Source: an optimization exercise on an open RTL-to-GDS flow (aim: small area, a short achievable clock period and few clock cycles per item). Production flows keep margins and buffers that such runs may drop. Function was checked by simulation only, so behaviour that the tests miss may differ from the original.

## build 50
## mac_unit
module mac_unit (
    input  wire        clk,
    input  wire        rst,          
    input  wire        cmd_valid,
    output wire        cmd_ready,
    input  wire [2:0]  cmd_op,
    input  wire [31:0] cmd_data,
    input  wire [1:0]  cmd_len,      
    input  wire [79:0] cmd_tag,      
    output reg         rsp_valid,
    output reg         rsp_ok,
    output wire [79:0] rsp_tag,
    output reg  [1:0]  mac_st,
    output reg  [3:0]  err
);
    localparam OP_KEY    = 3'd0;
    localparam OP_NEW    = 3'd1;
    localparam OP_UPDATE = 3'd2;
    localparam OP_FINAL  = 3'd3;
    localparam OP_VERIFY = 3'd4;
    localparam OP_ABORT  = 3'd5;
    localparam ST_NONE   = 2'd0;
    localparam ST_ACTIVE = 2'd1;
    localparam ST_FINAL  = 2'd2;
    localparam E_MISMATCH = 4'd4;
    localparam E_AFTERFIN = 4'd7;
    localparam E_ILLEGAL  = 4'd8;
    localparam E_SEQUENCE = 4'd9;
    localparam J_IPAD = 3'd0;    
  ...
For scale: about 9400 cells after synthesis, ~2100 flip-flops, ~210 I/O pins, roughly 91000 µm² of cells after synthesis.
==> flow/config.mk <==
export PLATFORM = sky130hd
export DESIGN_NAME = mac_unit
export DESIGN_NICKNAME = mac_unit
export VERILOG_FILES = /design/flow/design.v
export SDC_FILE = /design/flow/constraint.sdc
export NUM_CORES = 4
export LEC_CHECK = 0
export ABC_AREA = 1
export CAP_MARGIN = 30
export CORE_MARGIN = 2
export CORE_UTILIZATION = 60
export CTS_CLUSTER_DIAMETER = 80
export CTS_CLUSTER_SIZE = 24
export PLACE_DENSITY = 0.75
export SETUP_SLACK_MARGIN = 5
export SLEW_MARGIN = 20
==> flow/constraint.sdc <==
create_clock -name core_clock -period 10.0 [get_ports {clk}]
set_input_delay 2.0000 -clock core_clock [delete_from_list [all_inputs] [get_ports {clk}]]
set_output_delay 2.0000 -clock core_clock [all_outputs]
set_load 0.01 [all_outputs]
standard.sh (not shown) runs the stock make flow with config.mk's settings and CLKGATE_MAP_FILE= SYNTH_SCRIPT=/design/flow/synth_recipe.tcl, a recipe that flattens the netlist after the stock synthesis.
==> flow/flow/run.sh <==
#!/bin/bash
set -euo pipefail
bash standard.sh SETUP_SLACK_MARGIN=6 finish > standard.log 2>&1
Build 50 | status: complete | timing, DRC, antenna: pass
Testbench counts of build 50, summed over its fixed seeds: cycles 60,478, bytes 38,480.
Changes in build 32 relative to build 50:
# build 50
export LEC_CHECK = 0
export ABC_AREA = 1
export CAP_MARGIN = 30
export CORE_MARGIN = 2
export CORE_UTILIZATION = 60
export CTS_CLUSTER_DIAMETER = 80
export CTS_CLUSTER_SIZE = 24
export PLACE_DENSITY = 0.75
export SETUP_SLACK_MARGIN = 5
export SLEW_MARGIN = 20
create_clock -name core_clock -period 10.0 [get_ports {clk}]
# build 32
export LEC_CHECK = 0
export CAP_MARGIN = 30
export CORE_MARGIN = 2
export CORE_UTILIZATION = 60
export CTS_CLUSTER_DIAMETER = 80
export CTS_CLUSTER_SIZE = 24
export PLACE_DENSITY = 0.75
export SETUP_SLACK_MARGIN = 5
export SLEW_MARGIN = 20
create_clock -name core_clock -period 10.0 [get_ports {clk}]
### Flow results
Of build 32 and build 50, it is build 32 that has the lower global-route usage. Taking build 50 as 1.0, build 32 lands at 3.0 on count of buffers added by post-CTS timing repair for setup. When build 32 is measured against build 50, its layout overhead on the synthesized area turns out 2.9 points higher.
--- input diff build 32..build 30 ---
# build 32
export LEC_CHECK = 0
export CAP_MARGIN = 30
export CORE_MARGIN = 2
export CORE_UTILIZATION = 60
export CTS_CLUSTER_DIAMETER = 80
export CTS_CLUSTER_SIZE = 24
export PLACE_DENSITY = 0.75
export SETUP_SLACK_MARGIN = 5
export SLEW_MARGIN = 20
create_clock -name core_clock -period 10.0 [get_ports {clk}]
# build 30
export LEC_CHECK = 0
export CAP_MARGIN = 20
export CORE_MARGIN = 2
export CORE_UTILIZATION = 60
export CTS_CLUSTER_DIAMETER = 80
export CTS_CLUSTER_SIZE = 24
export PLACE_DENSITY = 0.75
export SETUP_SLACK_MARGIN = 5
export SLEW_MARGIN = 20
create_clock -name core_clock -period 10.0 [get_ports {clk}]
==> flow/run.sh (new file) <==
#!/bin/bash
# synth_recipe.tcl (not shown) runs the flow's synth.tcl, then flattens the netlist and writes it again
# the make line also repeats each setting of config.mk as NAME=value (left out here)
make -C /OpenROAD-flow-scripts/flow DESIGN_CONFIG=/design/flow/config.mk WORK_HOME=/design/flow/orfs CLKGATE_MAP_FILE= SYNTH_SCRIPT=/design/flow/synth_recipe.tcl finish
removed: flow/flow/run.sh
removed: flow/standard.sh
==> run notes <==
- All of build 30 and build 32 finish clean.
- Build 32 ended up with a[3] as its origin of the worst setup path; build 30 ended up with e[0].
- Compared with build 32, in build 30 final routed wirelength across all metal layers fell 5.3%; first-pass GRT wire length decreased by about 4.4% relative to the old numbers; hold slack moved up.
Input changes introduced in build 57 (baseline for comparison: build 30):
# build 30
export LEC_CHECK = 0
export CAP_MARGIN = 20
export CORE_MARGIN = 2
export CORE_UTILIZATION = 60
export CTS_CLUSTER_DIAMETER = 80
export CTS_CLUSTER_SIZE = 24
export PLACE_DENSITY = 0.75
export SETUP_SLACK_MARGIN = 5
export SLEW_MARGIN = 20
create_clock -name core_clock -period 10.0 [get_ports {clk}]
# build 57
export LEC_CHECK = 0
export ABC_AREA = 1
export CAP_MARGIN = 30
export CORE_MARGIN = 2
export CORE_UTILIZATION = 60
export CTS_CLUSTER_DIAMETER = 90
export CTS_CLUSTER_SIZE = 27
export PLACE_DENSITY = 0.75
export SETUP_SLACK_MARGIN = 5
export SLEW_MARGIN = 20
create_clock -name core_clock -period 10.0 [get_ports {clk}]
==> flow/flow/run.sh (new file) <==
#!/bin/bash
set -euo pipefail
bash standard.sh SETUP_SLACK_MARGIN=6 finish > standard.log 2>&1
==> flow/standard.sh (new file) <==
#!/bin/bash
# synth_recipe.tcl (not shown) runs the flow's synth.tcl, then flattens the netlist and writes it again
# the make line also repeats each setting of config.mk as NAME=value (left out here)
make -C /OpenROAD-flow-scripts/flow DESIGN_CONFIG=/design/flow/config.mk WORK_HOME=/design/flow/orfs CLKGATE_MAP_FILE= SYNTH_SCRIPT=/design/flow/synth_recipe.tcl "${@:-finish}"
removed: flow/run.sh
On build 57: fmax is 20% higher than what build 30 gave. | initial antenna violation count | lower: build 30 |. Compare build 57 and build 30 | area growth from synthesis to final layout lower: build 30. The commonest non-fill, non-tap cell in the layout comes out nand2_1 in one run and dfxtp_1 in the other, namely in build 57 and build 30 respectively. Cell area | build 57 vs build 30 | build 57 larger. Taking build 30 as the reference, in build 57 post-placement worst setup slack rose by 0.023 ns; global-route wire length before repair increased 87000 µm; synthesized-area fraction occupied by ao, oa, aoi and oai cells now sits higher.

static timing again, ports no longer ideal:
How much do the figures lean on ideal ports? The routed layouts below were timed once more, with nothing changed but the port constraints. Step 1: set_driving_cell puts a clkbuf_16 on clk and a buf_2 on each other input, an assumption about the parent block. Step 2 adds t to the input delays and takes it off the output delays; t is the mean of the earliest and latest rising clock arrival at the registers after step 1. Input paths then give back, and output paths get back, about the clock's delay inside the block. Slacks: ideal ports / drivers / drivers and shift; pairs: ideal ports / drivers.
| run | t (ns) | setup slack, ns | clock arrival spread, ns | slew at the worst register clock pin (ns) |
|---|---|---|---|---|
| build 50 | 0.873 | 5.869 / 5.800 / 5.247 | 0.065 / 0.065 | 0.11 / 0.11 |
| build 32 | 0.853 | 5.480 / 5.480 / 5.206 | 0.068 / 0.067 | 0.11 / 0.11 |
| build 30 | 0.863 | 5.077 / 5.077 / 4.412 | 0.051 / 0.051 | 0.11 / 0.11 |
| build 57 | 0.854 | 5.892 / 5.836 / 5.083 | 0.052 / 0.052 | 0.12 / 0.12 |
After both steps every run listed still meets setup and hold. For build 57, which loses most, drivers alone change the setup slack by -0.056 ns; drivers and shift together by -0.809 ns.
